Background: an optimization exercise with open tools, aiming at small area. Do not read the settings as production practice.
Only simulation tests tie the RTL to the original design; equivalence was not proved.
Power figures rest on the tool's default switching activity, not on a simulated workload.

--- design/flow/flow/run.sh ---
#!/bin/bash
# The standard layout (standard.sh), with clock tree synthesis told not to add
# dummy loads and the port buffers made with the smallest buffer cell.
set -euo pipefail
bash standard.sh "CTS_ARGS=-sink_clustering_enable -repair_clock_nets -dont_use_dummy_load -sink_clustering_size 34 -sink_clustering_max_diameter 50 -buf_list sky130_fd_sc_hd__clkbuf_16" "BUFFER_PORTS_ARGS=-buffer_cell sky130_fd_sc_hd__buf_1" finish > flow_make.log 2>&1
--- design/flow/standard.sh ---
#!/bin/bash
# synth_recipe.tcl (not shown) runs the flow's synth.tcl, then flattens the netlist and writes it again
# the make line also repeats each setting of config.mk as NAME=value (left out here)
make -C /OpenROAD-flow-scripts/flow DESIGN_CONFIG=/design/flow/config.mk WORK_HOME=/design/flow/orfs CLKGATE_MAP_FILE= SYNTH_SCRIPT=/design/flow/synth_recipe.tcl "${@:-finish}"
--- design/flow/config.mk ---
export PLATFORM = sky130hd
export DESIGN_NAME = xfr1_boot
export DESIGN_NICKNAME = xfr1_boot
export VERILOG_FILES = /design/flow/design.v
export SDC_FILE = /design/flow/constraint.sdc
export NUM_CORES = 4
export LEC_CHECK = 0
export CAP_MARGIN = 20
export CORE_MARGIN = 2
export CORE_UTILIZATION = 80
export PLACE_DENSITY = 0.85
export SLEW_MARGIN = 20
--- design/flow/constraint.sdc ---
create_clock -name core_clock -period 10.0 [get_ports {clk}]
set_input_delay 2.0000 -clock core_clock [delete_from_list [all_inputs] [get_ports {clk}]]
set_output_delay 2.0000 -clock core_clock [all_outputs]
set_load 0.01 [all_outputs]
--- design/flow/design.v ---
module xfr1_boot (
    input  wire        clk,
    input  wire        rst,          
    input  wire        line_in,      
    output wire        line_out,     
    output wire        boot_user,    
    output wire        fl_req,
    output wire [1:0]  fl_cmd,       
    output wire [15:0] fl_addr,
    output wire [15:0] fl_wdata,
    input  wire        fl_ack,
    input  wire [7:0]  fl_rdata,
    output wire        adc_req,
    input  wire        adc_ack,
    input  wire [7:0]  adc_data
);
    localparam [2:0] ST_BOOT = 3'd0, ST_USER = 3'd1, ST_RX = 3'd2, ST_EXEC = 3'd3,
                     ST_TX = 3'd4;
    reg  [2:0]    state;
    reg  [3:0]    sub;         
    reg  [5:0]    slot;        
    reg           rx_sync;     
    reg  [7:0]    sr;          
    reg  [1:0]    byte_no;     
    reg  [2:0]    op;
    reg  [7:0]    a0, a1;
    reg  [7:0]    req_hash;
    reg           xdone;       
    reg  [1:0]    phase;       
    reg  [1023:0] ring;
    reg  [5:0]    ptr;
    reg  [7:0]    acc;
    wire s_boot = state == ST_BOOT;
    wire s_rx   = state == ST_RX;
    wire s_exec = state == ST_EXEC;
    wire s_tx   = state == ST_TX;
    wire [7:0] w_lo = ring[7:0];
    wire [7:0] w_hi = ring[15:8];
    wire [5:0] t_last  = (byte_no == 2'd0) ? 6'd49 : 6'd4;    
    wire sub9    = sub == 4'd9;
    wire rx_to   = !rx_sync && !line_in && slot == t_last && sub9;
    wire rx_stop = rx_sync && slot == 6'd9 && sub == 4'd5;
    wire rx_done = s_rx && (rx_to || rx_stop);
    wire rx_ok   = rx_stop && !line_in;
    wire rx_sync_now = s_rx && !rx_sync && line_in;
    wire       reserved = sr[7:3] != 5'd0 || sr[2:1] == 2'b11;
    wire [1:0] last_no  = (op == 3'd0) ? 2'd2 : (op[2:1] == 2'b01) ? 2'd1 : 2'd3;
    wire       is_last  = byte_no != 2'd0 && byte_no == last_no;
    wire       range_bad = (op[2:1] == 2'b00 && a0[7]) ||
                           (op == 3'd4 && (a0[7] || a1[6:0] != 7'd0)) ||
                           (op == 3'd5 && (a0[7] || a0[6:4] == 3'b111));
    wire       more     = rx_ok && !is_last && !(byte_no == 2'd0 && reserved);
    wire       exec     = rx_done && rx_ok && is_last && sr == req_hash && !range_bad;
    wire       wr_exec  = exec && op == 3'd1;
    wire adc_on = s_exec && op == 3'd2 && !xdone;
    wire fl_on  = s_exec && op[2] && !xdone;
    wire adc_go = adc_on && adc_ack;
    wire fl_go  = fl_on && fl_ack;
    wire fill_go = fl_go && !op[0];
    wire fin_now = adc_go ||
                   (fill_go && phase[0] && ptr == 6'd63) ||
                   (fl_go && op[0] && phase == 2'd3);
    wire wait_ok  = sub[1] & sub[0];                          
    wire tx_start = s_exec && (xdone || fin_now) && wait_ok;
    wire tx_last  = s_tx && slot == 6'd9 && sub9;
    reg [7:0] tx_val;
    always @(*) begin
        case (op)
            3'd0:    tx_val = a0[0] ? w_hi : w_lo;
            3'd1:    tx_val = a1;
            3'd3:    tx_val = acc;
            default: tx_val = 8'h80;
        endcase
    end
    wire [5:0] target = (op[2:1] == 2'b00) ? a0[6:1] : 6'd0;
    wire park_move = byte_no == 2'd0 || ptr != target;
    reg  rot;
    always @(*) begin
        case (state)
            ST_RX:   rot = park_move || (wr_exec && a0[0]);
            ST_EXEC: rot = fl_go && (op[0] ? phase == 2'd1 : phase[0]);
            default: rot = 1'b1;
        endcase
    end
    wire [7:0] wdat   = s_exec ? fl_rdata : a1;
    wire       we_lo  = (fill_go && !phase[0]) || (wr_exec && !a0[0]);
    wire       we_hi  = (fill_go && phase[0]) || (wr_exec && a0[0]);
    wire [7:0] t_hi   = we_hi ? wdat : w_hi;
    wire [7:0] t_lo   = w_lo;
    always @(posedge clk) begin
        if (rot) begin
            ring <= {t_hi, t_lo, ring[1023:16]};
            ptr  <= ptr + 6'd1;
            acc  <= ((ptr == 6'd0) ? 8'd0 : {acc[5:0], acc[7:6]}) ^ {t_lo[6:0], t_lo[7]} ^ t_hi;
        end else if (we_lo) begin
            ring[7:0] <= wdat;
        end
    end
    assign line_out  = s_tx && (slot == 6'd0 || sr[7]);
    assign boot_user = state == ST_USER;
    assign fl_req    = fl_on;
    assign fl_cmd    = phase & {2{op[0]}};
    assign fl_addr   = {a0, a1[7], ptr, phase[0] & !op[0]};
    assign fl_wdata  = ring[15:0];
    assign adc_req   = adc_on;
    wire clr = (s_boot && line_in) || rx_done || tx_start || tx_last;
    always @(posedge clk) begin
        if (rst || clr) begin
            sub  <= 4'd0;
            slot <= 6'd0;
        end else if (rx_sync_now) begin
            sub  <= 4'd1;
            slot <= 6'd0;
        end else if (!(s_exec && wait_ok)) begin
            sub  <= sub9 ? 4'd0 : sub + 4'd1;
            slot <= slot + {5'd0, sub9};
        end
    end
    always @(posedge clk) begin
        if (clr)
            rx_sync <= 1'b0;
        else if (rx_sync_now)
            rx_sync <= 1'b1;
    end
    always @(posedge clk) begin
        if (adc_go || (tx_start && op == 3'd2 && adc_ack))
            sr <= adc_data;
        else if (tx_start && op != 3'd2)
            sr <= tx_val;
        else if ((s_rx && sub == 4'd5) || (s_tx && sub9 && slot != 6'd0))
            sr <= {sr[6:0], line_in & s_rx};
    end
    always @(posedge clk) begin
        if (rst) begin
            state   <= ST_BOOT;
            byte_no <= 2'd0;
        end else begin
            case (state)
                ST_BOOT: begin
                    if (line_in)
                        state <= ST_RX;
                    else if (slot == 6'd1 && sub9)
                        state <= ST_USER;
                end
                ST_RX: begin
                    if (rx_done) begin
                        if (more) begin
                            byte_no <= byte_no + 2'd1;
                        end else begin
                            byte_no <= 2'd0;
                            if (exec)
                                state <= ST_EXEC;
                        end
                    end
                end
                ST_EXEC: if (tx_start) state <= ST_TX;
                ST_TX:   if (tx_last) state <= ST_RX;
                default: ;
            endcase
        end
    end
    always @(posedge clk) begin
        if (rx_done && more) begin
            req_hash <= ((byte_no == 2'd0) ? 8'd0 : {req_hash[6:0], req_hash[7]}) ^ sr;
            case (byte_no)
                2'd0:    op <= sr[2:0];
                2'd1:    a0 <= sr;
                default: a1 <= sr;
            endcase
        end
    end
    always @(posedge clk) begin
        if (exec) begin
            xdone <= op == 3'd0 || op == 3'd1 || op == 3'd3;
            phase <= {1'b0, op == 3'd5};
        end else if (fin_now) begin
            xdone <= 1'b1;
        end else if (fl_go) begin
            if (!op[0])
                phase[0] <= !phase[0];
            else if (phase != 2'd1 || ptr == 6'd63)
                phase <= phase + 2'd1;
        end
    end
endmodule
==> results by group, run 1 <==
Status
  – Status: did not finish
  – Halt Stage: 4_1_cts
  – Error: [ERROR DPL-0033] detailed placement checks failed during check placement.

CTS
  – H-tree depth: 2
  – Clk root buf: clkbuf_16
  – Post-CTS Hold Buffers: 0
  – CTS Buf Count: 51
  – Clock Sinks: 1092
  – Post-CTS sizing: 0
  – Post-CTS Setup Repair Bufs: 0
  – Clk buf depth: 3

Floorplanning
  – Ports: 59
  – Initial core utilization: 81.5%
  – Die span in x: 214 um
  – Die Y: 214 um
  – FP Rows: 76

Yosys
  – Mapped Cells: 1469
  – Ys async rst share: 0%
  – Top cell type's share of synthesized area: 91.5%
  – Main flop type after synthesis: edfxtp_1
  – #FFs+latches synth: 1092
  – Yosys cell types: 68
  – Post-synth net total: 1498
  – Synthesized area per cell: 24.0 um2
  – Sequential share of the synthesized area: 92.5%
  – EDFF count, synth: 1075
  – Cell taking the most area after synthesis: edfxtp_1
  – Area contributors post-synth: edfxtp_1 91%, dfxtp_1 0.96%, mux2_2 0.73%, xnor2_1 0.72%, nand2_1 0.51%
  – Yosys Warn Count: 1
  – Mapped Area: 35300 um2

Place
  – RD Place Congestion: 0.867
  – Detailed Place HPWL: 32.3 mm
  – Port bufs: 58
  – DP Area: 36100 um2
-- power by group through the flow --
stage | Sequential [uW] | Combinational [uW] | Clock [uW]
detailed placement | 5660 | 357 | 0
global placement | 5630 | 319 | 0
floorplan | 5640 | 259 | 0
-- how the worst max path moves through the flow --
stage	to	slack, ns	cells past startpoint
3_3_place_gp	ring[455]	4.40	7
3_5_place_dp	ring[465]	4.15	7
2_1_floorplan	ring[0]	1.59	7
-- cells by family after synthesis --
kind of cell,synth area share (%)
DFF,92.5
and+or+nand+nor,2.30
AOI/OAI and AO/OA,1.69
buffers and inverters,0.784
xor gates and xnor gates,1.09
muxes,1.39
adders and majority gates,0.284
-- synth_stat cells (3+ instances only) --
library cell,number
a21oi_1,24
o21ai_0,5
nor4_1,9
clkbuf_1,8
or3_1,4
nor2_1,32
nor3_1,5
nand2_1,48
xor2_1,15
nand3b_1,3
inv_1,15
a22oi_1,12
buf_2,8
nand4_1,7
xnor2_1,29
dfxtp_1,17
mux2_2,23
a31oi_1,5
and2_1,8
nand3_1,13
mux2_1,8
buf_4,17
edfxtp_1,1075
ha_1,8
and3_1,3
mux2_4,8
a22o_1,7
-- stage by stage --
step / setup slack (ns) / cells / utilization (%)
floorplan: 1.59 / 1469 / -
detailed placement: 4.15 / 2085 / 83.5
global placement: 4.40 / 2085 / 83.5
==> inputs of run 2 (changes only) <==
--- a/design/flow/design.v
+++ b/design/flow/design.v
@@ -16,4 +16,5 @@
 );
-    localparam [2:0] ST_BOOT = 3'd0, ST_USER = 3'd1, ST_RX = 3'd2, ST_EXEC = 3'd3,
-                     ST_TX = 3'd4;
+    localparam [2:0] ST_BOOT = 3'd0, ST_USER = 3'd1, ST_RX = 3'd2, ST_TX = 3'd4,
+                     ST_EXEC = 3'd6,    
+                     ST_EXDN = 3'd7;    
     reg  [2:0]    state;
@@ -27,3 +28,2 @@
     reg  [7:0]    req_hash;
-    reg           xdone;       
     reg  [1:0]    phase;       
@@ -35,2 +35,4 @@
     wire s_exec = state == ST_EXEC;
+    wire s_exdn = state == ST_EXDN;
+    wire s_ex   = state[2] & state[1];
     wire s_tx   = state == ST_TX;
@@ -54,4 +56,4 @@
     wire       wr_exec  = exec && op == 3'd1;
-    wire adc_on = s_exec && op == 3'd2 && !xdone;
-    wire fl_on  = s_exec && op[2] && !xdone;
+    wire adc_on = s_exec && op == 3'd2;
+    wire fl_on  = s_exec && op[2];
     wire adc_go = adc_on && adc_ack;
@@ -63,3 +65,3 @@
     wire wait_ok  = sub[1] & sub[0];                          
-    wire tx_start = s_exec && (xdone || fin_now) && wait_ok;
+    wire tx_start = (s_exdn || fin_now) && wait_ok;
     wire tx_last  = s_tx && slot == 6'd9 && sub9;
@@ -81,2 +83,3 @@
             ST_EXEC: rot = fl_go && (op[0] ? phase == 2'd1 : phase[0]);
+            ST_EXDN: rot = 1'b0;
             default: rot = 1'b1;
@@ -113,3 +116,3 @@
             slot <= 6'd0;
-        end else if (!(s_exec && wait_ok)) begin
+        end else if (!(s_ex && wait_ok)) begin
             sub  <= sub9 ? 4'd0 : sub + 4'd1;
@@ -151,3 +154,3 @@
                             if (exec)
-                                state <= ST_EXEC;
+                                state <= (op == 3'd0 || op == 3'd1 || op == 3'd3) ? ST_EXDN : ST_EXEC;
                         end
@@ -156,2 +159,4 @@
                 ST_EXEC: if (tx_start) state <= ST_TX;
+                         else if (fin_now) state <= ST_EXDN;
+                ST_EXDN: if (tx_start) state <= ST_TX;
                 ST_TX:   if (tx_last) state <= ST_RX;
@@ -173,6 +178,3 @@
         if (exec) begin
-            xdone <= op == 3'd0 || op == 3'd1 || op == 3'd3;
             phase <= {1'b0, op == 3'd5};
-        end else if (fin_now) begin
-            xdone <= 1'b1;
         end else if (fl_go) begin
==> design/flow/flow/run.sh (replaced) <==
#!/bin/bash
# The standard layout (standard.sh), with clock tree synthesis told not to add
# dummy loads and the port buffers made with the smallest buffer cell.
set -euo pipefail
bash standard.sh "CTS_ARGS=-sink_clustering_enable -repair_clock_nets -dont_use_dummy_load -sink_clustering_size 32 -sink_clustering_max_diameter 50 -buf_list sky130_fd_sc_hd__clkbuf_16" "BUFFER_PORTS_ARGS=-buffer_cell sky130_fd_sc_hd__buf_1" finish > flow_make.log 2>&1
--- a/design/flow/config.mk
+++ b/design/flow/config.mk
@@ -9,4 +9,4 @@
 export CORE_MARGIN = 2
-export CORE_UTILIZATION = 80
-export PLACE_DENSITY = 0.85
+export CORE_UTILIZATION = 70
+export PLACE_DENSITY = 0.8
 export SLEW_MARGIN = 20
==> run 2 against run 1 <==
Effect of this change: now clean on timing, DRC and antenna; synthesized cell count shrank 0.27%; synthesized area shrank 0.15%.
==> results by group, run 2 <==
Status
  – Status: no timing/DRC/antenna violations

Yosys
  – Main flop type after synthesis: edfxtp_1
  – #FFs+latches synth: 1091
  – Ys async rst share: 0%
  – Sequential share of the synthesized area: 92.5%
  – Synthesized area per cell: 24.0 um2
  – Cell taking the most area after synthesis: edfxtp_1
  – Yosys Warn Count: 1
  – Mapped Cells: 1465
  – Synth cell count leaders: 1074 x edfxtp_1, 38 x mux2_2, 34 x nor2_1
  – Yosys cell types: 67
  – Post-synth net total: 1494
  – Top cell type's share of synthesized area: 91.5%
  – Area contributors post-synth: edfxtp_1 92%, mux2_2 1.2%, dfxtp_1 0.97%, xnor2_1 0.70%, buf_4 0.38%
  – Mapped Area: 35200 um2
  – EDFF count, synth: 1074
  – Dominant cell by count in the synthesized netlist: edfxtp_1

CTS
  – Clock Sinks: 1091
  – Reg clk slew, reported paths: 0.10 ns
  – H-tree depth: 3
  – Clock latency on the worst-skew pair: 0.64 ns
  – Post-CTS sizing: 0
  – CTS Buf Count: 67
  – Post-CTS Hold Buffers: 0
  – Clk root buf: clkbuf_16
  – CTS tree: done
  – Post-CTS Setup Repair Bufs: 0
  – Clk buf depth: 3

Final layout
  – Most frequent cells in the layout: 1074 x edfxtp_1, 67 x clkbuf_16, 58 x buf_1, 38 x mux2_2, 34 x nor2_1
  – Top reg by flops: ring
  – Fin util: 75.9%
  – # diodes: 0
  – Fill cells: 2555
  – Commonest non-fill, non-tap cell in the layout: edfxtp_1
  – Syn-to-layout area delta: 7.70%
  – Share of layout cells above drive strength 1: 9.19%
  – Final Net Count: 1598
  – Max FFs per register: 1024

Routing
  – Total Routed Length: 52.2 mm
  – Pre-Repair DR Iteration Count: 5
  – Vias after detailed routing: 13479
  – DRC: 0
  – Vias per cell: 6.02
  – Routed Antenna Nets: 0
  – Routed WL per cell: 23.3 um
  – 1st-iter DRT viols: 1612

Place
  – Port bufs: 58
  – RD Place Congestion: 0.878
  – Detailed Place HPWL: 26.0 mm
  – Pre-CTS WS: 4.07 ns

Floorplanning
  – FP Rows: 82
  – Die area: 52100 um2
  – Die span in x: 228 um
  – Ports: 59
  – Initial core utilization: 70.5%
  – Core area: 50000 um2
  – Die Y: 228 um

Global routing
  – GRT Util Overall: 20.2%
  – Largest net degree at the start of global routing: 214
  – Grt ovf: 0
  – Vias in the first global route: 12980
  – First-pass GRT wire length: 77.5 mm
  – Initial antenna violation count: 3

Critical path
  – Arrival time worst endpoint: 5.38 ns
  – CP Class: in2reg
  – Worst setup EP type: flip-flop
  – CP Launch Type: input port
  – CP Max Fanout: 210
  – Worst path required time: 10.25 ns

STA
  – Slew margin rel.: 24.3%
  – Final WS setup: 4.87 ns
  – Fin. Hold Viols: 0
  – Skew final: 0.0590 ns
  – RSZ-0062 raised after global routing: false
  – Final Cycle Share: 51.3%
  – Final setup fails: 0
  – Fin Setup TNS: 0 ns
  – Minimum clock period: 5.13 ns
  – Slew Viols, Final: 0
  – Max frequency: 195 MHz
  – Worst-Margin Slew: 1.14 ns

Power
  – Total power: 7580 uW
  – LEAKAGE: 0.0106 uW
  – Power Dens Cells: 200 nW/um2
  – Worst vdd ir: 172 uV

Flow run
  – Max Cap Viol: 0

Worst hold path
  – Worst min path class: reg2reg
## run 2: cell types whose count changed after synthesis, sizes merged, moves of 7 or more
cell and change:
nor2 +8, a22o -7, nand2b +9, nand2 -15, a221oi +7
## run 2: routing by layer
metal	routed length (um)	GRT usage [%]	vias to the layer above	share of wire [%]
met5	23	0	-	0.044
met3	5190	6.40	122	9.9
met2	23400	29.4	575	45
met1	22100	29.4	6848	42
li1	-	-	5930	-
met4	1530	7.66	4	2.9
## run 2: cells by family after synthesis
family | after synthesis | synth area share, %
flops | 1091 | 92.5
simple gates | 157 | 2.50
compound gates | 72 | 1.51
buf+inv | 53 | 0.827
mux | 43 | 1.36
xor+xnor | 41 | 1.02
fa+ha+maj | 8 | 0.284
## run 2: final cells by class
class                   count  area (um2)  area share (%)
repair buffers             70         370           0.976
flip-flops and latches   1091       32600            85.9
clock buffers              67        1680            4.42
inverters                  18        71.3           0.188
well taps                 672         841            2.22
multi-input cells         321        2390            6.31
## run 2: worst paths after layout
path                  start        end  slack [ns]  cells after the start
setup reg to reg   state[2]  ring[437]        5.05                      9
hold / removal    ring[302]  ring[286]        0.37                      0
setup / recovery    line_in  ring[437]        4.87                      9
hold reg to reg   ring[302]  ring[286]        0.37                      0
## run 2: critical path, stage by stage
cell and delay [ns]:
buf_1 0.17, nand2b_1 0.26, nor4_4 0.40, nand2_1 0.16
o2bb2ai_4 0.28, clkinvlp_4 0.38, buf_12 0.27, buf_12 0.64
buf_4 0.54
## run 2: stage by stage
| stage | cell area, um2 | hold slack, ns | instances |
|---|---|---|---|
| after floorplan | 35300 | 0.400 | 1465 |
| after global placement | 36200 | 0.401 | 2171 |
| after detailed placement | 36200 | 0.405 | 2171 |
| after CTS | 37900 | 0.366 | 2238 |
| after global routing | 37900 | 0.374 | 2239 |
| final | 37900 | 0.366 | 2239 |
## run 2: power by group
group / internal [uW] / switching, uW
logic: 38.8 / 57.6
clock network: 1190 / 1290
registers: 4970 / 38.8
total: 6200 / 1380
==> inputs of run 3 (changes only) <==
==> design/flow/flow/run.sh (replaced) <==
#!/bin/bash
# The standard layout (standard.sh), with clock tree synthesis told not to add
# dummy loads and the port buffers made with the smallest buffer cell.
set -euo pipefail
bash standard.sh "CTS_ARGS=-sink_clustering_enable -repair_clock_nets -dont_use_dummy_load -sink_clustering_size 20 -sink_clustering_max_diameter 60 -buf_list {sky130_fd_sc_hd__clkbuf_4 sky130_fd_sc_hd__clkbuf_8}" "BUFFER_PORTS_ARGS=-buffer_cell sky130_fd_sc_hd__buf_1" finish > flow_make.log 2>&1
--- a/design/flow/config.mk
+++ b/design/flow/config.mk
@@ -7,3 +7,3 @@
 export LEC_CHECK = 0
-export CAP_MARGIN = 20
+export CAP_MARGIN = 0
 export CORE_MARGIN = 2
@@ -11,2 +11,2 @@
 export PLACE_DENSITY = 0.8
-export SLEW_MARGIN = 20
+export SLEW_MARGIN = 0
==> run 3 against run 2 <==
Effect of this change: critical path depth shrank 1; total power shrank 9.5%; core utilization shrank 1.6 points; global-route usage shrank 2.3 points; sequential share of layout area grew 1.8 points; combinational power shrank 2.8%; die area is the same; worst hold slack gained 0.016 ns; synthesized area is the same; final area shrank 2.1%; critical endpoint is now ring[636]; clock power shrank 29%; register-to-register slack lost 0.08 ns.
==> results by group, run 3 <==
Yosys
  – Mapped Area: 35200 um2
  – #FFs+latches synth: 1091
  – EDFF count, synth: 1074
  – Yosys Warn Count: 1
  – Dominant cell by count in the synthesized netlist: edfxtp_1
  – Mapped Cells: 1465
  – Synthesized area per cell: 24.0 um2
  – Top cell type's share of synthesized area: 91.5%
  – Ys async rst share: 0%
  – Cell taking the most area after synthesis: edfxtp_1
  – Sequential share of the synthesized area: 92.5%
  – Yosys cell types: 67
  – Area contributors post-synth: edfxtp_1 92%, mux2_2 1.2%, dfxtp_1 0.97%, xnor2_1 0.70%, buf_4 0.38%
  – Post-synth net total: 1494
  – Main flop type after synthesis: edfxtp_1
  – Synth cell count leaders: 1074 x edfxtp_1, 38 x mux2_2, 34 x nor2_1

Critical path
  – End of the worst register-to-register path: ring[636]
  – CP Max Fanout: 68
  – Reg-to-Reg Start: state[2]
  – Arrival time worst endpoint: 5.49 ns
  – Worst path required time: 10.26 ns
  – Flop2flop setup slack: 4.97 ns
  – CP Launch Type: input port
  – CP Class: in2reg
  – R2R cell count: 8
  – Worst setup EP type: flip-flop

Floorplanning
  – Die area: 52100 um2
  – Initial core utilization: 70.5%
  – Die Y: 228 um
  – Die span in x: 228 um
  – Core area: 50000 um2
  – FP Rows: 82
  – Ports: 59

Routing
  – 1st-iter DRT viols: 1590
  – Total Routed Length: 46.8 mm
  – Pre-Repair DR Iteration Count: 5
  – Routed Antenna Nets: 0
  – Routed WL per cell: 20.9 um
  – DRC: 0
  – Vias after detailed routing: 13144
  – Vias per cell: 5.87

CTS
  – Post-CTS sizing: 0
  – Clock Sinks: 1091
  – Post-CTS Setup Repair Bufs: 0
  – Clk buf depth: 3
  – Clk root buf: clkbuf_8
  – H-tree depth: 3
  – CTS Buf Count: 67
  – CTS tree: done
  – Reg clk slew, reported paths: 0.10 ns
  – Post-CTS Hold Buffers: 0
  – Clock latency on the worst-skew pair: 0.66 ns

STA
  – RSZ-0062 raised after global routing: false
  – Slew Viols, Final: 0
  – Final Cycle Share: 52.3%
  – Worst hold slack: 0.382 ns
  – Max frequency: 191 MHz
  – Worst-Margin Slew: 1.19 ns
  – Fin. Hold Viols: 0
  – Minimum clock period: 5.23 ns
  – Final setup fails: 0
  – Final WS setup: 4.77 ns
  – Skew final: 0.0586 ns
  – Slew margin rel.: 20.8%

Final layout
  – Share of layout cells above drive strength 1: 9.07%
  – Max FFs per register: 1024
  – Commonest non-fill, non-tap cell in the layout: edfxtp_1
  – # diodes: 0
  – Most frequent cells in the layout: 1074 x edfxtp_1, 67 x clkbuf_8, 58 x buf_1, 38 x mux2_2, 34 x nor2_1
  – Syn-to-layout area delta: 5.49%
  – Fill cells: 2603
  – Design Area, Final: 37200 um2
  – Final Net Count: 1597
  – Top reg by flops: ring

Global routing
  – First-pass GRT wire length: 70.1 mm
  – GRT Util Overall: 17.9%
  – Largest net degree at the start of global routing: 214
  – Grt ovf: 0
  – Initial antenna violation count: 3
  – Vias in the first global route: 12392

Place
  – Pre-CTS WS: 4.07 ns
  – Port bufs: 58
  – RD Place Congestion: 0.878
  – DP Area: 36200 um2
  – Detailed Place HPWL: 26.0 mm

Worst hold path
  – Worst min path class: reg2reg
  – Hold path cells: 0
  – Hold Path Sink: ring[488]
  – Hold_sp: ring[504]

Status
  – Status: no timing/DRC/antenna violations

Power
  – Power Dens Cells: 184 nW/um2
  – Worst vdd ir: 142 uV
  – LEAKAGE: 0.0102 uW

Flow run
  – Max Cap Viol: 0
-- run 3: cell counts after synthesis --
Identical to the previous run, type by type.
-- run 3: layout make-up --
type                            count  area [um2]  area share (%)
Sequential cell                  1091       32600            87.7
Multi-Input combinational cell    321        2390            6.43
Clock buffer                       67         922            2.48
Tap cell                          672         841            2.26
Timing Repair Buffer               69         350           0.943
Inverter                           18        71.3           0.192
-- run 3: worst max-delay path, stage by stage --
cell and delay [ns]:
buf_1 0.18, nand2b_1 0.26, nor4_4 0.39, nand2_1 0.17
o2bb2ai_4 0.27, clkinvlp_4 0.78, buf_4 0.64, buf_4 0.74
-- run 3: power breakdown --
group / switching (uW) / internal [uW]
Clock: 1150 / 608
Combinational: 55.1 / 38.6
Sequential: 37.4 / 4960
-- run 3: metrics by stage --
step                std cells  total power, uW  util [%]  setup TNS [ns]
floorplan                1465             5160         -        -8858.47
global placement         2171             5190      72.5               0
detailed placement       2171             5200      72.5               0
CTS                      2238             6940      74.4               0
global route             2238             7090      74.4               0
finish                   2238             6860      74.4               0
-- run 3: kinds of logic after synthesis --
| group | after synthesis | share of synthesized area, % |
|---|---|---|
| AO/OA/AOI/OAI | 72 | 1.51 |
| multiplexers | 43 | 1.36 |
| buffers and inverters | 53 | 0.827 |
| adder cells (fa/ha/maj) | 8 | 0.284 |
| flip-flops | 1091 | 92.5 |
| XOR/XNOR | 41 | 1.02 |
| AND/OR/NAND/NOR | 157 | 2.50 |
-- run 3: layer usage --
layer	global-route usage [%]	wire length [um]	share of wire (%)	vias to the layer above
li1	-	-	-	5911
met2	24.7	19900	42	468
met1	28.6	21800	47	6675
met4	5.25	1040	2.2	4
met5	0	22	0.047	-
met3	5.26	4070	8.7	86
-- run 3: worst max-delay path by stage --
stage,endpoint,from
final,ring[636],line_in
after global routing,ring[625],line_in
after CTS,ring[625],line_in
after detailed placement,ring[465],line_in
after global placement,ring[593],line_in
after floorplan,acc[0],fl_ack
==> inputs of run 4 (changes only) <==
==> design/flow/flow/run.sh (replaced) <==
#!/bin/bash
# The standard layout (standard.sh), with clock tree synthesis told not to add
# dummy loads and the port buffers made with the smallest buffer cell.
set -euo pipefail
bash standard.sh "CTS_ARGS=-sink_clustering_enable -repair_clock_nets -dont_use_dummy_load -sink_clustering_size 20 -sink_clustering_max_diameter 60 -buf_list sky130_fd_sc_hd__clkbuf_8" "BUFFER_PORTS_ARGS=-buffer_cell sky130_fd_sc_hd__buf_1" finish > flow_make.log 2>&1
==> run 4 against run 3 <==
Effect of this change: still clean; synthesized cell count unchanged; synthesized area stayed put; clock-buffer cell count stayed put; first-iteration DRC count did not move; combinational power hardly changed; setup slack did not move; clock power is essentially flat; final area did not move; wire length did not move; die area stayed put; total power did not move; maximum frequency did not move.
==> results by group, run 4 <==
Status
  – Status: no timing/DRC/antenna violations

Final layout
  – Register Area: 32600 um2
  – Max FFs per register: 1024
  – Multi-input gate area: 2390 um2
  – # diodes: 0
  – Most frequent cells in the layout: 1074 x edfxtp_1, 67 x clkbuf_8, 58 x buf_1, 38 x mux2_2, 34 x nor2_1
  – Fill cells: 2603
  – Top reg by flops: ring
  – Design Area, Final: 37200 um2
  – Final Net Count: 1597
  – Syn-to-layout area delta: 5.49%
  – Share of layout cells above drive strength 1: 9.07%
  – Commonest non-fill, non-tap cell in the layout: edfxtp_1

CTS
  – Clk root buf: clkbuf_8
  – Clock Sinks: 1091
  – Clock latency on the worst-skew pair: 0.66 ns
  – Post-CTS Setup Repair Bufs: 0
  – Clk buf depth: 3
  – Post-CTS sizing: 0
  – CTS tree: done
  – CTS Buf Count: 67
  – Post-CTS Hold Buffers: 0
  – H-tree depth: 3
  – Reg clk slew, reported paths: 0.10 ns

Floorplanning
  – Ports: 59
  – Die area: 52100 um2
  – FP Rows: 82
  – Core area: 50000 um2
  – Die Y: 228 um
  – Die span in x: 228 um
  – Initial core utilization: 70.5%

Critical path
  – CP Launch Type: input port
  – Arrival time worst endpoint: 5.49 ns
  – CP Max Fanout: 68
  – CP Class: in2reg
  – Worst setup EP type: flip-flop
  – Worst path required time: 10.26 ns

Yosys
  – Yosys cell types: 67
  – EDFF count, synth: 1074
  – Mapped Cells: 1465
  – Sequential share of the synthesized area: 92.5%
  – Main flop type after synthesis: edfxtp_1
  – Mapped Area: 35200 um2
  – Top cell type's share of synthesized area: 91.5%
  – Yosys Warn Count: 1
  – #FFs+latches synth: 1091
  – Synth cell count leaders: 1074 x edfxtp_1, 38 x mux2_2, 34 x nor2_1
  – Area contributors post-synth: edfxtp_1 92%, mux2_2 1.2%, dfxtp_1 0.97%, xnor2_1 0.70%, buf_4 0.38%
  – Dominant cell by count in the synthesized netlist: edfxtp_1
  – Cell taking the most area after synthesis: edfxtp_1
  – Post-synth net total: 1494
  – Synthesized area per cell: 24.0 um2
  – Ys async rst share: 0%

Place
  – Port bufs: 58
  – DP Area: 36200 um2
  – RD Place Congestion: 0.878
  – Pre-CTS WS: 4.07 ns
  – Detailed Place HPWL: 26.0 mm

Power
  – Switching share of power: 18.2%
  – Combinational Power Share: 1.4%
  – Clk network pwr share: 25.7%
  – Power Dens Cells: 184 nW/um2
  – Sequential Power Share: 72.9%
  – P_sw: 1250 uW
  – Worst vdd ir: 142 uV
  – LEAKAGE: 0.0102 uW
  – Pint: 5610 uW
  – Total power: 6860 uW

Global routing
  – GRT Util Overall: 17.9%
  – First-pass GRT wire length: 70.1 mm
  – Grt ovf: 0
  – Vias in the first global route: 12392
  – Largest net degree at the start of global routing: 214
  – Initial antenna violation count: 3

Routing
  – Total Routed Length: 46.8 mm
  – Routed WL per cell: 20.9 um
  – 1st-iter DRT viols: 1590
  – Routed Antenna Nets: 0
  – Vias after detailed routing: 13144
  – Vias per cell: 5.87
  – DRC: 0
  – Pre-Repair DR Iteration Count: 5

STA
  – Final setup fails: 0
  – Slew margin rel.: 20.8%
  – Fin. Hold Viols: 0
  – Fin Setup TNS: 0 ns
  – Skew final: 0.0586 ns
  – RSZ-0062 raised after global routing: false
  – Slew Viols, Final: 0
  – Max frequency: 191 MHz
  – Worst-Margin Slew: 1.19 ns
  – Final WS setup: 4.77 ns
  – Final Cycle Share: 52.3%
  – Minimum clock period: 5.23 ns

Flow run
  – Max Cap Viol: 0

Worst hold path
  – Worst min path class: reg2reg
-- run 4: cell counts after synthesis --
Identical to the previous run, type by type.
-- run 4: cells by family after synthesis --
kind of cell | count (synthesis) | synth area share [%]
DFF | 1091 | 92.5
muxes | 43 | 1.36
xor gates and xnor gates | 41 | 1.02
adders and majority gates | 8 | 0.284
buffers and inverters | 53 | 0.827
and+or+nand+nor | 157 | 2.50
AOI/OAI and AO/OA | 72 | 1.51
-- run 4: power groups by stage --
stage               logic [uW]  registers (uW)  clock network [uW]
floorplan                 69.6            5090                   0
global placement          87.3            5100                   0
detailed placement        93.0            5100                   0
CTS                       93.8            5000                1850
global route               101            5000                1980
finish                    93.7            5000                1760
-- run 4: area by class of cell --
cell class,instances,share of cell area [%]
Sequential cell,1091,87.7
Multi-Input combinational cell,321,6.43
Clock buffer,67,2.48
Tap cell,672,2.26
Timing Repair Buffer,69,0.943
Inverter,18,0.192
-- run 4: final timing paths --
check	startpoint	to	slack, ns	depth (start not counted)
max	line_in	ring[636]	4.77	8
min	ring[504]	ring[488]	0.38	0
max reg2reg	state[2]	ring[636]	4.97	8
min reg2reg	ring[504]	ring[488]	0.38	0
-- run 4: through the flow --
stage | hold slack (ns) | utilization (%) | cells
after CTS | 0.385 | 74.4 | 2238
after global routing | 0.392 | 74.4 | 2238
after detailed placement | 0.405 | 72.5 | 2171
final | 0.382 | 74.4 | 2238
after global placement | 0.401 | 72.5 | 2171
after floorplan | 0.400 | - | 1465
-- run 4: per-layer routing --
layer	GRT usage, %	share of wire, %	up-vias
met3	5.26	8.7	86
met1	28.6	47	6675
met2	24.7	42	468
met5	0	0.047	-
met4	5.25	2.2	4
li1	-	-	5911
-- run 4: worst max-delay path, cell delays in order --
cell and delay (ns):
buf_1 0.18, nand2b_1 0.26, nor4_4 0.39, nand2_1 0.17
o2bb2ai_4 0.27, clkinvlp_4 0.78, buf_4 0.64, buf_4 0.74
==> inputs of run 5 (changes only) <==
--- a/design/flow/design.v
+++ b/design/flow/design.v
@@ -26,4 +26,4 @@
     reg  [2:0]    op;
-    reg  [7:0]    a0, a1;
-    reg  [7:0]    req_hash;
+    reg  [7:0]    a0;
+    reg  [7:0]    req_hash;    
     reg  [1:0]    phase;       
@@ -47,2 +47,3 @@
     wire rx_sync_now = s_rx && !rx_sync && line_in;
+    wire rx_sample   = s_rx && sub == 4'd5;
     wire       reserved = sr[7:3] != 5'd0 || sr[2:1] == 2'b11;
@@ -51,6 +52,6 @@
     wire       range_bad = (op[2:1] == 2'b00 && a0[7]) ||
-                           (op == 3'd4 && (a0[7] || a1[6:0] != 7'd0)) ||
+                           (op == 3'd4 && (a0[7] || sr[6:0] != 7'd0)) ||
                            (op == 3'd5 && (a0[7] || a0[6:4] == 3'b111));
     wire       more     = rx_ok && !is_last && !(byte_no == 2'd0 && reserved);
-    wire       exec     = rx_done && rx_ok && is_last && sr == req_hash && !range_bad;
+    wire       exec     = rx_done && rx_ok && is_last && req_hash == 8'd0 && !range_bad;
     wire       wr_exec  = exec && op == 3'd1;
@@ -71,3 +72,2 @@
             3'd0:    tx_val = a0[0] ? w_hi : w_lo;
-            3'd1:    tx_val = a1;
             3'd3:    tx_val = acc;
@@ -87,3 +87,3 @@
     end
-    wire [7:0] wdat   = s_exec ? fl_rdata : a1;
+    wire [7:0] wdat   = s_exec ? fl_rdata : sr;
     wire       we_lo  = (fill_go && !phase[0]) || (wr_exec && !a0[0]);
@@ -105,3 +105,3 @@
     assign fl_cmd    = phase & {2{op[0]}};
-    assign fl_addr   = {a0, a1[7], ptr, phase[0] & !op[0]};
+    assign fl_addr   = {a0, sr[7], ptr, phase[0] & !op[0]};
     assign fl_wdata  = ring[15:0];
@@ -130,5 +130,5 @@
             sr <= adc_data;
-        else if (tx_start && op != 3'd2)
+        else if (tx_start && op != 3'd1 && op != 3'd2)
             sr <= tx_val;
-        else if ((s_rx && sub == 4'd5) || (s_tx && sub9 && slot != 6'd0))
+        else if ((rx_sample && !is_last && !rx_stop) || (s_tx && sub9 && slot != 6'd0))
             sr <= {sr[6:0], line_in & s_rx};
@@ -167,9 +167,14 @@
     always @(posedge clk) begin
+        if ((s_boot && line_in) || (rx_done && !more))
+            req_hash <= 8'd0;
+        else if (rx_sample && rx_sync && slot != 6'd0)
+            req_hash <= {req_hash[6:0], req_hash[7]} ^
+                        {6'd0, line_in & is_last, line_in & !is_last};
+    end
+    always @(posedge clk) begin
         if (rx_done && more) begin
-            req_hash <= ((byte_no == 2'd0) ? 8'd0 : {req_hash[6:0], req_hash[7]}) ^ sr;
-            case (byte_no)
-                2'd0:    op <= sr[2:0];
-                2'd1:    a0 <= sr;
-                default: a1 <= sr;
-            endcase
+            if (byte_no == 2'd0)
+                op <= sr[2:0];
+            if (byte_no == 2'd1)
+                a0 <= sr;
         end
--- a/design/flow/config.mk
+++ b/design/flow/config.mk
@@ -10,2 +10,4 @@
 export CORE_UTILIZATION = 70
+export GPL_ROUTABILITY_DRIVEN = 0
+export GPL_TIMING_DRIVEN = 0
 export PLACE_DENSITY = 0.8
==> run 5 against run 4 <==
Effect of this change: combinational power increased to 14 times the previous value; final area about the same; clock power decreased by 5%; clock skew decreased by 0.017 ns; core utilization increased by 1.5 points.
==> results by group, run 5 <==
Routing
  – Pre-Repair DR Iteration Count: 5
  – Total Routed Length: 46.3 mm
  – DRC: 0
  – 1st-iter DRT viols: 1599
  – Routed Antenna Nets: 0
  – Routed WL per cell: 20.4 um
  – Vias after detailed routing: 13197
  – Vias per cell: 5.81

Yosys
  – Yosys Warn Count: 1
  – Dominant cell by count in the synthesized netlist: edfxtp_1
  – Area contributors post-synth: edfxtp_1 92%, dfxtp_1 1.4%, mux2_2 0.94%, nand2_1 0.71%, mux2i_1 0.52%
  – #FFs+latches synth: 1083
  – EDFF count, synth: 1058
  – Post-synth net total: 1492
  – Yosys cell types: 54
  – Top cell type's share of synthesized area: 91.5%
  – Cell taking the most area after synthesis: edfxtp_1
  – Ys async rst share: 0%
  – Sequential share of the synthesized area: 93.0%
  – Mapped Cells: 1463
  – Synthesized area per cell: 23.7 um2
  – Synth cell count leaders: 1058 x edfxtp_1, 66 x nand2_1, 41 x nor2_1
  – Main flop type after synthesis: edfxtp_1
  – Mapped Area: 34700 um2

Final layout
  – Final Net Count: 1637
  – Share of layout cells above drive strength 1: 9.15%
  – Most frequent cells in the layout: 1058 x edfxtp_1, 66 x nand2_1, 61 x clkbuf_8, 59 x buf_1, 41 x nor2_1
  – Syn-to-layout area delta: 6.98%
  – # diodes: 0
  – Commonest non-fill, non-tap cell in the layout: edfxtp_1
  – Max FFs per register: 1024
  – Top reg by flops: ring
  – Fill cells: 2458

Power
  – Switching share of power: 23.8%
  – Power Dens Cells: 326 nW/um2
  – Clk network pwr share: 13.8%
  – P_sw: 2890 uW
  – Worst vdd ir: 200 uV
  – Combinational Power Share: 10.8%
  – Sequential Power Share: 75.4%
  – Pint: 9240 uW
  – LEAKAGE: 0.0130 uW

Place
  – Detailed Place HPWL: 27.3 mm
  – Port bufs: 57
  – Pre-CTS WS: 4.89 ns

STA
  – Skew final: 0.0411 ns
  – Final WS setup: 5.44 ns
  – Final Cycle Share: 45.6%
  – Max frequency: 219 MHz
  – Final setup fails: 0
  – Slew Viols, Final: 0
  – Slew margin rel.: 26.8%
  – Fin. Hold Viols: 0
  – Worst hold slack: 0.397 ns
  – RSZ-0062 raised after global routing: false
  – Minimum clock period: 4.56 ns
  – Worst-Margin Slew: 1.10 ns

CTS
  – CTS tree: done
  – Clock Sinks: 1083
  – Post-CTS sizing: 0
  – Post-CTS Setup Repair Bufs: 0
  – H-tree depth: 2
  – Reg clk slew, reported paths: 0.11 ns
  – Clock latency on the worst-skew pair: 0.69 ns
  – CTS Buf Count: 61
  – Post-CTS Hold Buffers: 0
  – Clk root buf: clkbuf_8
  – Clk buf depth: 3

Critical path
  – CP Max Fanout: 52
  – Worst path required time: 10.41 ns
  – CP Class: reg2reg
  – CP Launch Type: flip-flop
  – Worst setup EP type: flip-flop
  – Arrival time worst endpoint: 4.96 ns
  – End of the worst register-to-register path: ring[775]
  – R2R cell count: 11
  – Flop2flop setup slack: 5.44 ns
  – Reg-to-Reg Start: byte_no[0]

Global routing
  – Largest net degree at the start of global routing: 53
  – First-pass GRT wire length: 70.1 mm
  – Grt ovf: 0
  – Vias in the first global route: 12846
  – GRT Util Overall: 18.2%
  – Initial antenna violation count: 5

Worst hold path
  – Worst min path class: reg2reg
  – Hold path cells: 0
  – Hold_sp: ring[608]
  – Hold Path Sink: ring[592]

Status
  – Status: no timing/DRC/antenna violations

Floorplanning
  – Die area: 51400 um2
  – FP Rows: 81
  – Core area: 49000 um2
  – Die Y: 227 um
  – Initial core utilization: 70.9%
  – Die span in x: 227 um
  – Ports: 59

Flow run
  – Max Cap Viol: 0
## run 5: stage by stage
| step | setup TNS, ns | util (%) | area [um2] | total power [uW] | cells |
|---|---|---|---|---|---|
| 6_report | 0 | 75.9 | 37100 | 12100 | 2270 |
| 5_1_grt | 0 | 75.9 | 37100 | 12700 | 2270 |
| 4_1_cts | 0 | 75.9 | 37100 | 12300 | 2270 |
| 3_5_place_dp | 0 | 74.2 | 36300 | 10500 | 2209 |
| 3_3_place_gp | - | 73.1 | 35800 | 10600 | 2184 |
| 2_1_floorplan | -8771.46 | - | 34800 | 10300 | 1463 |
## run 5: logic make-up (layout without fill, tap and decap cells)
kind of cell,Yosys count,in the layout,share of synthesized area [%]
adders and majority gates,8,8,0.288
buffers and inverters,48,191,0.710
xor gates and xnor gates,30,30,0.757
DFF,1083,1083,93.0
and+or+nand+nor,180,180,2.50
muxes,47,47,1.46
AOI/OAI and AO/OA,67,67,1.32
## run 5: layout make-up
class	instances	area (um2)	area share, %
Sequential cell	1083	32300	86.9
Multi-Input combinational cell	332	2230	6.01
Clock buffer	61	840	2.26
Tap cell	664	831	2.24
Timing Repair Buffer	82	714	1.92
Buffer	32	186	0.502
Inverter	16	63.8	0.172
## run 5: critical path, stage by stage (launching register included)
cell and delay [ns]:
dfxtp_1 0.43, inv_1 0.11, ha_1 0.33, or4_1 0.55, nor3_1 0.40, o21ai_2 0.15, a21oi_4 0.39, clkinvlp_4 0.82
buf_12 0.46, buf_12 0.19, buf_12 0.18, buf_12 0.21
## run 5: power groups by stage
stage	Combinational [uW]	Sequential, uW	Clock [uW]
after floorplan	736	9560	0
after global placement	848	9790	0
after detailed placement	1340	9190	0
after CTS	1330	9180	1760
after global routing	1450	9340	1890
final	1310	9140	1670
## run 5: worst max path at each step
| stage | end | slack (ns) | from | depth (start not counted) |
|---|---|---|---|---|
| finish | ring[775] | 5.44 | byte_no[0] | 11 |
| global route | ring[663] | 5.28 | state[1] | 11 |
| CTS | ring[759] | 5.51 | byte_no[0] | 11 |
| detailed placement | ring[743] | 4.89 | line_in | 10 |
| global placement | ring[855] | -13.00 | line_in | 6 |
| floorplan | acc[0] | -8.52 | fl_ack | 4 |
## run 5: metal layers
metal	global-route usage, %	routed length (um)	up-vias
met3	2.94	2840	107
met5	0	0	-
met2	27.8	20900	466
met1	28.2	21500	6678
li1	-	-	5946
met4	5.33	1090	0
==> inputs of run 6 (changes only) <==
--- a/design/flow/config.mk
+++ b/design/flow/config.mk
@@ -10,5 +10,3 @@
 export CORE_UTILIZATION = 70
-export GPL_ROUTABILITY_DRIVEN = 0
-export GPL_TIMING_DRIVEN = 0
-export PLACE_DENSITY = 0.8
+export PLACE_DENSITY = 0.9
 export SLEW_MARGIN = 0
==> run 6 against run 5 <==
Effect of this change: still clean on timing, DRC and antenna; clock skew is 0.051 ns higher; core utilization fell by 1.0 points; synthesized area unchanged; critical path depth shrank 2; wire length rose by 5.0%; clock power increased by 5%.
==> results by group, run 6 <==
Routing
  – 1st-iter DRT viols: 1627
  – Routed Antenna Nets: 0
  – Total Routed Length: 48.6 mm
  – Vias after detailed routing: 13162
  – Vias per cell: 5.91
  – Pre-Repair DR Iteration Count: 5
  – DRC: 0
  – Routed WL per cell: 21.8 um

Worst hold path
  – Hold path cells: 0
  – Hold_sp: ring[791]
  – Hold Path Sink: ring[775]
  – Worst min path class: reg2reg

Global routing
  – GRT Util Overall: 19.0%
  – Vias in the first global route: 12383
  – Largest net degree at the start of global routing: 220
  – Grt ovf: 0
  – First-pass GRT wire length: 71.2 mm
  – Initial antenna violation count: 1

Critical path
  – CP Class: reg2reg
  – Arrival time worst endpoint: 5.11 ns
  – R2R cell count: 9
  – End of the worst register-to-register path: ring[504]
  – Reg-to-Reg Start: op[2]
  – Flop2flop setup slack: 5.11 ns
  – Worst path required time: 10.22 ns
  – Worst setup EP type: flip-flop
  – CP Launch Type: flip-flop
  – CP Max Fanout: 219

STA
  – Worst-Margin Slew: 1.14 ns
  – Slew margin rel.: 23.9%
  – Fin Setup TNS: 0 ns
  – Skew final: 0.0926 ns
  – Final setup fails: 0
  – Final WS setup: 5.11 ns
  – RSZ-0062 raised after global routing: false
  – Fin. Hold Viols: 0
  – Minimum clock period: 4.89 ns
  – Max frequency: 205 MHz
  – Slew Viols, Final: 0
  – Final Cycle Share: 48.9%

CTS
  – Clock Sinks: 1083
  – Post-CTS Setup Repair Bufs: 0
  – Post-CTS Hold Buffers: 0
  – Clock latency on the worst-skew pair: 0.66 ns
  – CTS tree: done
  – Post-CTS sizing: 0
  – Clk root buf: clkbuf_8
  – CTS Buf Count: 66
  – H-tree depth: 3
  – Clk buf depth: 3
  – Reg clk slew, reported paths: 0.12 ns

Final layout
  – Fin util: 74.9%
  – Fill cells: 2385
  – Top reg by flops: ring
  – Design Area, Final: 36600 um2
  – Max FFs per register: 1024
  – Final Net Count: 1595
  – Post-Layout Cell Count: 2228
  – Syn-to-layout area delta: 5.55%
  – Share of layout cells above drive strength 1: 7.48%
  – Commonest non-fill, non-tap cell in the layout: edfxtp_1
  – # diodes: 0
  – Most frequent cells in the layout: 1058 x edfxtp_1, 66 x nand2_1, 66 x clkbuf_8, 58 x buf_1, 41 x nor2_1

Yosys
  – Area contributors post-synth: edfxtp_1 92%, dfxtp_1 1.4%, mux2_2 0.94%, nand2_1 0.71%, mux2i_1 0.52%
  – Post-synth net total: 1492
  – Ys async rst share: 0%
  – #FFs+latches synth: 1083
  – Sequential share of the synthesized area: 93.0%
  – Mapped Cells: 1463
  – Synthesized area per cell: 23.7 um2
  – Cell taking the most area after synthesis: edfxtp_1
  – Main flop type after synthesis: edfxtp_1
  – Dominant cell by count in the synthesized netlist: edfxtp_1
  – Yosys Warn Count: 1
  – Yosys cell types: 54
  – Top cell type's share of synthesized area: 91.5%
  – Mapped Area: 34700 um2
  – EDFF count, synth: 1058
  – Synth cell count leaders: 1058 x edfxtp_1, 66 x nand2_1, 41 x nor2_1

Power
  – LEAKAGE: 0.0127 uW
  – P_sw: 2930 uW
  – Clk network pwr share: 14.5%
  – Sequential Power Share: 76.9%
  – Pint: 9160 uW
  – Switching share of power: 24.2%
  – Combinational Power Share: 8.7%
  – Power Dens Cells: 330 nW/um2
  – Worst vdd ir: 215 uV

Floorplanning
  – Core area: 49000 um2
  – Die area: 51400 um2
  – FP Rows: 81
  – Initial core utilization: 70.9%
  – Die Y: 227 um
  – Ports: 59
  – Die span in x: 227 um

Status
  – Status: no timing/DRC/antenna violations

Place
  – Placed insts: 2162
  – Pre-CTS WS: 4.60 ns
  – Port bufs: 58
  – Detailed Place HPWL: 27.9 mm
  – DP Area: 35700 um2
  – RD Place Congestion: 0.850

Flow run
  – Max Cap Viol: 0
run 6: logic make-up after synthesis:
kind of cell,synth area share (%)
mux,1.46
flops,93.0
xor+xnor,0.757
simple gates,2.50
buf+inv,0.710
fa+ha+maj,0.288
compound gates,1.32
run 6: metal layers:
layer / part of all wire [%] / wire [um] / vias to the layer above / track usage [%]
li1: - / - / 5859 / -
met1: 44 / 21200 / 6706 / 28.5
met2: 47 / 22800 / 517 / 29.0
met3: 7.2 / 3520 / 80 / 3.93
met4: 2.3 / 1110 / 0 / 5.71
met5: 0 / 0 / - / 0
run 6: how the worst max path moves through the flow:
stage | end | slack [ns] | cells past startpoint | start
CTS | ring[624] | 5.26 | 9 | op[2]
global placement | ring[469] | 4.77 | 8 | line_in
detailed placement | ring[444] | 4.60 | 8 | line_in
floorplan | acc[0] | -8.52 | 4 | fl_ack
global route | ring[608] | 4.95 | 9 | op[2]
finish | ring[504] | 5.11 | 9 | op[2]
run 6: power by group through the flow:
| stage | clock [uW] | sequential (uW) | combinational, uW |
|---|---|---|---|
| 5_1_grt | 1950 | 9490 | 1160 |
| 6_report | 1750 | 9290 | 1050 |
| 3_3_place_gp | 0 | 9140 | 997 |
| 2_1_floorplan | 0 | 9560 | 736 |
| 4_1_cts | 1820 | 9340 | 1050 |
| 3_5_place_dp | 0 | 9330 | 1060 |
run 6: stage by stage:
step	power (uW)	hold slack [ns]
CTS	12200	0.312
detailed placement	10400	0.405
global route	12600	0.318
floorplan	10300	0.400
finish	12100	0.316
global placement	10100	0.400
run 6: cell type report:
cell class,instances,area [um2],share of cell area (%)
flip-flops and latches,1083,32300,88.1
multi-input cells,332,2230,6.09
inverters,16,63.8,0.174
well taps,664,831,2.27
clock buffers,66,908,2.48
repair buffers,67,335,0.915
run 6: worst max-delay path: stages (launching register included):
cell	delay (ns)
edfxtp_1	0.71
nor3b_1	0.36
xor2_1	0.12
or4_1	0.52
nor3_1	0.37
o21ai_2	0.13
a21oi_4	0.41
clkinvlp_4	0.72
buf_4	0.50
buf_12	0.39
==> inputs of run 7 (changes only) <==
==> design/flow/flow/run.sh (replaced) <==
#!/bin/bash
# The standard layout (standard.sh), with clock tree synthesis told not to add
# dummy loads and the port buffers made with the smallest buffer cell.
set -euo pipefail
bash standard.sh "CTS_ARGS=-sink_clustering_enable -repair_clock_nets -dont_use_dummy_load -sink_clustering_size 20 -sink_clustering_max_diameter 60 -buf_list {sky130_fd_sc_hd__clkbuf_4 sky130_fd_sc_hd__clkbuf_8}" "BUFFER_PORTS_ARGS=-buffer_cell sky130_fd_sc_hd__buf_1" finish > flow_make.log 2>&1
--- a/design/flow/config.mk
+++ b/design/flow/config.mk
@@ -10,3 +10,3 @@
 export CORE_UTILIZATION = 70
-export PLACE_DENSITY = 0.9
+export PLACE_DENSITY = 0.8
 export SLEW_MARGIN = 0
==> run 7 against run 6 <==
Effect of this change: setup slack improved by 0.068 ns; via count is 2.2% lower; sequential share of layout area hardly changed; critical endpoint is now ring[412]; sequential cell count unchanged; still clean on timing, DRC and antenna; register-to-register slack gained 0.12 ns; critical path type is now in2reg; worst hold slack gained 0.065 ns; cell count barely moved; die area did not move.
==> results by group, run 7 <==
Yosys
  – Yosys cell types: 54
  – Ys async rst share: 0%
  – Post-synth net total: 1492
  – Dominant cell by count in the synthesized netlist: edfxtp_1
  – Cell taking the most area after synthesis: edfxtp_1
  – Synthesized area per cell: 23.7 um2
  – Synth cell count leaders: 1058 x edfxtp_1, 66 x nand2_1, 41 x nor2_1
  – Sequential share of the synthesized area: 93.0%
  – Mapped Cells: 1463
  – Area contributors post-synth: edfxtp_1 92%, dfxtp_1 1.4%, mux2_2 0.94%, nand2_1 0.71%, mux2i_1 0.52%
  – Main flop type after synthesis: edfxtp_1
  – #FFs+latches synth: 1083
  – Yosys Warn Count: 1
  – EDFF count, synth: 1058
  – Top cell type's share of synthesized area: 91.5%
  – Mapped Area: 34700 um2

Power
  – Total power: 12000 uW
  – P_sw: 2850 uW
  – Worst vdd ir: 219 uV
  – Combinational Power Share: 8.8%
  – Sequential Power Share: 76.7%
  – Switching share of power: 23.7%
  – LEAKAGE: 0.0127 uW
  – Pint: 9150 uW
  – Clk network pwr share: 14.6%
  – Power Dens Cells: 327 nW/um2

Place
  – RD Place Congestion: 0.876
  – Detailed Place HPWL: 24.9 mm
  – Port bufs: 58
  – Placed insts: 2163
  – Pre-CTS WS: 4.44 ns
  – DP Area: 35700 um2

Final layout
  – Design Area, Final: 36600 um2
  – Syn-to-layout area delta: 5.57%
  – Top reg by flops: ring
  – # diodes: 0
  – Most frequent cells in the layout: 1058 x edfxtp_1, 66 x nand2_1, 66 x clkbuf_8, 58 x buf_1, 41 x nor2_1
  – Commonest non-fill, non-tap cell in the layout: edfxtp_1
  – Share of layout cells above drive strength 1: 7.54%
  – Final Net Count: 1596
  – Max FFs per register: 1024
  – Fin util: 74.9%
  – Post-Layout Cell Count: 2229

Floorplanning
  – Die area: 51400 um2
  – Die Y: 227 um
  – Initial core utilization: 70.9%
  – Die span in x: 227 um
  – Ports: 59
  – FP Rows: 81
  – Core area: 49000 um2

CTS
  – Post-CTS sizing: 0
  – Clock Sinks: 1083
  – Post-CTS Setup Repair Bufs: 0
  – CTS Buf Count: 66
  – Clk buf depth: 3
  – Clock latency on the worst-skew pair: 0.66 ns
  – CTS tree: done
  – Post-CTS Hold Buffers: 0
  – H-tree depth: 3
  – Clk root buf: clkbuf_8
  – Reg clk slew, reported paths: 0.10 ns

Routing
  – Pre-Repair DR Iteration Count: 8
  – DR WL met2: 19.9 mm
  – Routed Antenna Nets: 0
  – Metal-1 WL: 21.4 mm
  – Total Routed Length: 45.1 mm
  – DRC: 0
  – Vias per cell: 5.77
  – Routed WL per cell: 20.2 um
  – Vias after detailed routing: 12869
  – Met3 wire len: 2.67 mm
  – DR top layer: met4
  – 1st-iter DRT viols: 1396

Worst hold path
  – Worst min path class: reg2reg
  – Hold path cells: 0
  – Hold_sp: ring[871]
  – Hold Path Sink: ring[855]

Global routing
  – First-pass GRT wire length: 67.1 mm
  – Largest net degree at the start of global routing: 215
  – Initial antenna violation count: 2
  – Grt ovf: 0
  – GRT Util Overall: 17.7%
  – Vias in the first global route: 12071

STA
  – Slew margin rel.: 25.4%
  – RSZ-0062 raised after global routing: false
  – Max frequency: 207 MHz
  – Skew final: 0.0557 ns
  – Slew Viols, Final: 0
  – Fin. Hold Viols: 0
  – Final setup fails: 0
  – Final Cycle Share: 48.2%
  – Minimum clock period: 4.82 ns
  – Worst-Margin Slew: 1.12 ns
  – Final WS setup: 5.18 ns

Critical path
  – Worst path required time: 10.28 ns
  – CP bufs+invs: 4
  – Slowest CP cell: buf_4
  – Worst setup EP type: flip-flop
  – CP peak stage delay: 0.94 ns
  – R2R cell count: 9
  – End of the worst register-to-register path: ring[412]
  – Arrival time worst endpoint: 5.10 ns
  – CP Launch Type: input port
  – Critical path cell sequence: buf_1 > nor3_4 > nand3_4 > o21ai_2 > a21oi_4 > clkinvlp_4 > buf_12 > buf_4
  – Reg-to-Reg Start: op[2]
  – CP Max Fanout: 167
  – Top delay family on crit path: buffers and inverters
  – CP Class: in2reg
  – Flop2flop setup slack: 5.23 ns

Flow run
  – Max Cap Viol: 0

Status
  – Status: no timing/DRC/antenna violations
[run 7: cell types whose count changed in the layout (fill, tap and decap cells not counted), sizes merged]
cell	delta
buf	+1
[run 7: worst max-delay path by stage]
stage | to | from | cells after the start
final | ring[412] | line_in | 8
after global routing | ring[604] | op[2] | 9
after CTS | ring[428] | line_in | 8
after detailed placement | ring[428] | line_in | 8
after global placement | ring[220] | line_in | 8
after floorplan | acc[0] | fl_ack | 4
[run 7: stage by stage]
stage                TNS, ns  hold slack [ns]
floorplan           -8771.46            0.400
global placement           0            0.401
detailed placement         0            0.405
CTS                        0            0.382
global route               0            0.381
finish                     0            0.380
[run 7: area by class of cell]
class | count | area, um2
multi-input combinational | 332 | 2230
fill | 2484 | 12300
tap | 664 | 831
timing repair buffer | 68 | 343
inverter | 16 | 63.8
clock buffer | 66 | 908
sequential | 1083 | 32300
[run 7: power groups by stage]
stage               combinational (uW)  sequential, uW  clock [uW]
floorplan                          736            9560           0
global placement                  1030            9140           0
detailed placement                1080            9240           0
CTS                               1060            9250        1830
global route                      1180            9410        1940
finish                            1050            9200        1750
[run 7: cell families after synthesis]
logic type | share of synthesized area, %
compound gates | 1.32
flops | 93.0
mux | 1.46
fa+ha+maj | 0.288
simple gates | 2.50
buf+inv | 0.710
xor+xnor | 0.757
[run 7: layer usage]
layer / global-route usage, % / vias to the layer above
li1: - / 5862
met1: 27.9 / 6527
met2: 25.8 / 386
met3: 3.60 / 94
met4: 5.11 / 0
met5: 0 / -
==> inputs of run 8 (changes only) <==
==> design/flow/run.sh (new file) <==
#!/bin/bash
# synth_recipe.tcl (not shown) runs the flow's synth.tcl, then flattens the netlist and writes it again
# the make line also repeats each setting of config.mk as NAME=value (left out here)
make -C /OpenROAD-flow-scripts/flow DESIGN_CONFIG=/design/flow/config.mk WORK_HOME=/design/flow/orfs CLKGATE_MAP_FILE= SYNTH_SCRIPT=/design/flow/synth_recipe.tcl finish
--- a/design/flow/config.mk
+++ b/design/flow/config.mk
@@ -10,2 +10,5 @@
 export CORE_UTILIZATION = 70
+export CTS_BUF_LIST = sky130_fd_sc_hd__clkbuf_8
+export CTS_CLUSTER_DIAMETER = 55
+export CTS_CLUSTER_SIZE = 18
 export PLACE_DENSITY = 0.8
removed: design/flow/flow/run.sh
removed: design/flow/standard.sh
==> run 8 against run 7 <==
Effect of this change: worst hold slack improved by 0.022 ns; critical path type unchanged; die area unchanged; sequential share of layout area fell by 1.5 points.
==> results by group, run 8 <==
Yosys
  – Synth cell count leaders: 1058 x edfxtp_1, 66 x nand2_1, 41 x nor2_1
  – Area contributors post-synth: edfxtp_1 92%, dfxtp_1 1.4%, mux2_2 0.94%, nand2_1 0.71%, mux2i_1 0.52%
  – EDFF count, synth: 1058
  – Post-synth net total: 1492
  – #FFs+latches synth: 1083
  – Main flop type after synthesis: edfxtp_1
  – Cell taking the most area after synthesis: edfxtp_1
  – Top cell type's share of synthesized area: 91.5%
  – Ys async rst share: 0%
  – Synthesized area per cell: 23.7 um2
  – Yosys cell types: 54
  – Mapped Cells: 1463
  – Sequential share of the synthesized area: 93.0%
  – Mapped Area: 34700 um2
  – Yosys Warn Count: 1
  – Dominant cell by count in the synthesized netlist: edfxtp_1

Final layout
  – Max FFs per register: 1024
  – Share of layout cells above drive strength 1: 8.56%
  – Register Area: 32300 um2
  – Fin util: 76.1%
  – Multi-input gate area: 2230 um2
  – Fill cells: 2468
  – Final Net Count: 1603
  – Most frequent cells in the layout: 1058 x edfxtp_1, 76 x clkbuf_8, 66 x nand2_1, 58 x clkdlybuf4s50_1, 41 x nor2_1
  – Syn-to-layout area delta: 7.36%
  – Commonest non-fill, non-tap cell in the layout: edfxtp_1
  – Top reg by flops: ring
  – Design Area, Final: 37300 um2

Global routing
  – Vias in the first global route: 12196
  – Initial antenna violation count: 0
  – Grt ovf: 0
  – First-pass GRT wire length: 67.2 mm
  – Largest net degree at the start of global routing: 225
  – GRT Util Overall: 17.6%

Floorplanning
  – FP Rows: 81
  – Die span in x: 227 um
  – Die area: 51400 um2
  – Ports: 59
  – Core area: 49000 um2
  – Die Y: 227 um
  – Initial core utilization: 70.9%

Flow run
  – Max Cap Viol: 0

STA
  – Worst-Margin Slew: 1.27 ns
  – RSZ-0062 raised after global routing: false
  – Final setup fails: 0
  – Skew final: 0.0372 ns
  – Final WS setup: 4.72 ns
  – Max frequency: 189 MHz
  – Slew Viols, Final: 0
  – Slew margin rel.: 14.2%
  – Minimum clock period: 5.28 ns
  – Fin. Hold Viols: 0
  – Final Cycle Share: 52.8%

CTS
  – Clk buf depth: 3
  – H-tree depth: 3
  – CTS Buf Count: 71
  – Clock latency on the worst-skew pair: 0.67 ns
  – Post-CTS Hold Buffers: 0
  – Clock Sinks: 1083
  – CTS tree: done
  – Clk root buf: clkbuf_8
  – Reg clk slew, reported paths: 0.10 ns
  – Post-CTS Setup Repair Bufs: 0
  – Post-CTS sizing: 0

Critical path
  – Worst path required time: 10.30 ns
  – Critical path cell sequence: clkdlybuf4s50_1 > nor3_4 > nand3_4 > o21ai_2 > a21oi_4 > clkinvlp_4 > buf_4 > buf_12
  – CP bufs+invs: 4
  – Arrival time worst endpoint: 5.58 ns
  – Top delay family on crit path: buffers and inverters
  – Flop2flop setup slack: 5.12 ns
  – Slowest CP cell: buf_4
  – CP Launch Type: input port
  – CP Max Fanout: 187
  – Worst setup EP type: flip-flop
  – CP Class: in2reg
  – CP peak stage delay: 0.65 ns

Power
  – Clk network pwr share: 15.7%
  – Switching share of power: 23.5%
  – P_sw: 2870 uW
  – Combinational Power Share: 9.3%
  – Pint: 9350 uW
  – LEAKAGE: 0.0130 uW
  – Power Dens Cells: 328 nW/um2
  – Worst vdd ir: 272 uV
  – Sequential Power Share: 75.1%

Routing
  – Routed Antenna Nets: 0
  – Total Routed Length: 45.0 mm
  – Pre-Repair DR Iteration Count: 6
  – Vias per cell: 5.71
  – Routed WL per cell: 20.0 um
  – DRC: 0
  – Vias after detailed routing: 12875
  – 1st-iter DRT viols: 1334

Place
  – Pre-CTS WS: 4.06 ns
  – Port bufs: 58
  – Detailed Place HPWL: 24.4 mm
  – RD Place Congestion: 0.932
  – DP Area: 36100 um2

Worst hold path
  – Worst min path class: reg2reg

Status
  – Status: no timing/DRC/antenna violations
## run 8: cell types whose count changed in the layout (fill, tap and decap cells not counted), sizes merged
cell and delta:
clkinvlp +1, clkdlybuf4s50 +58, clkbuf +10, clkinv +5
diode +1, bufinv +1, inv +5, buf -56
## run 8: worst paths after layout
path | to | from | cells past startpoint
setup / recovery | ring[284] | line_in | 8
hold / removal | ring[497] | ring[513] | 0
setup reg to reg | ring[284] | op[2] | 9
hold reg to reg | ring[497] | ring[513] | 0
## run 8: area by class of cell
class | instances | share of cell area, %
Sequential cell | 1083 | 86.6
Tap cell | 664 | 2.23
Clock buffer | 76 | 2.81
Antenna cell | 1 | 0.00671
Inverter | 16 | 0.171
Multi-Input combinational cell | 332 | 5.99
Clock inverter | 12 | 0.272
Timing Repair Buffer | 70 | 1.93
## run 8: through the flow
| step | hold WS [ns] | power [uW] | std cells | TNS, ns |
|---|---|---|---|---|
| global route | 0.411 | 12800 | 2253 | 0 |
| detailed placement | 0.405 | 10400 | 2165 | 0 |
| global placement | 0.402 | 10200 | 2165 | 0 |
| CTS | 0.406 | 12400 | 2253 | 0 |
| floorplan | 0.400 | 10300 | 1463 | -8771.46 |
| finish | 0.402 | 12200 | 2254 | 0 |
## run 8: kinds of logic after synthesis
| kind of cell | count (synthesis) | share of synthesized area (%) |
|---|---|---|
| flip-flops | 1083 | 93.0 |
| AND/OR/NAND/NOR | 180 | 2.50 |
| AO/OA/AOI/OAI | 67 | 1.32 |
| buffers and inverters | 48 | 0.710 |
| multiplexers | 47 | 1.46 |
| XOR/XNOR | 30 | 0.757 |
| adder cells (fa/ha/maj) | 8 | 0.288 |
## run 8: worst reg2reg max path, delay by kind of cell (launching register included)
kind	cells	cell delay, ns
AOI/OAI and AO/OA	3	0.64
buffers and inverters	3	1.88
DFF	1	0.68
and+or+nand+nor	3	1.10
## run 8: power groups by stage
stage	Clock, uW	Sequential [uW]	Combinational [uW]
final	1910	9180	1130
after global routing	2130	9390	1260
after detailed placement	0	9210	1160
after CTS	2000	9220	1140
after global placement	0	9140	1100
after floorplan	0	9560	736
## run 8: routing by layer
metal / global-route usage (%) / wire [um] / vias to the layer above
li1: - / - / 5902
met1: 27.8 / 21600 / 6509
met2: 25.4 / 19600 / 382
met3: 3.97 / 2760 / 82
met4: 5.20 / 1010 / 0
met5: 0 / 0 / -

==> separate check: timing with driven ports <==
The results above use ideal ports. As a check the final layouts listed here were re-extracted and re-timed, cells and wires unchanged.
Step 1 sets driving cells, clkbuf_16 on the clock port and buf_2 on the other inputs (assumed; they add their load-dependent delay and slew).
Step 2 adds t to the input delays and takes it off the output delays; t is the mean of the earliest and latest rising clock arrival at the registers after step 1. Input paths then give back, and output paths get back, about the clock's delay inside the block.
Three values: ideal ports, drivers, drivers and shift; two values: the first two.
run | t, ns | slack for setup (ns) | hold slack, ns | pins driven straight from the clock port
run 2 | 0.663 | 4.870 / 4.869 / 4.206 | 0.366 / 0.366 / 0.366 | 1
run 3 | 0.680 | 4.771 / 4.768 / 4.088 | 0.382 / 0.382 / 0.382 | 1
run 4 | 0.680 | 4.771 / 4.768 / 4.088 | 0.382 / 0.382 / 0.382 | 1
run 5 | 0.718 | 5.444 / 5.444 / 4.858 | 0.397 / 0.397 / 0.397 | 1
run 6 | 0.664 | 5.111 / 5.111 / 4.556 | 0.316 / 0.316 / 0.316 | 1
run 7 | 0.687 | 5.179 / 5.210 / 4.523 | 0.380 / 0.380 / 0.380 | 1
run 8 | 0.705 | 4.722 / 4.740 / 4.035 | 0.402 / 0.402 / 0.402 | 1
After both steps setup and hold are still met in every run listed. The setup slack of run 8, which loses most, moves by +0.018 ns with the drivers and by -0.687 ns with both steps.
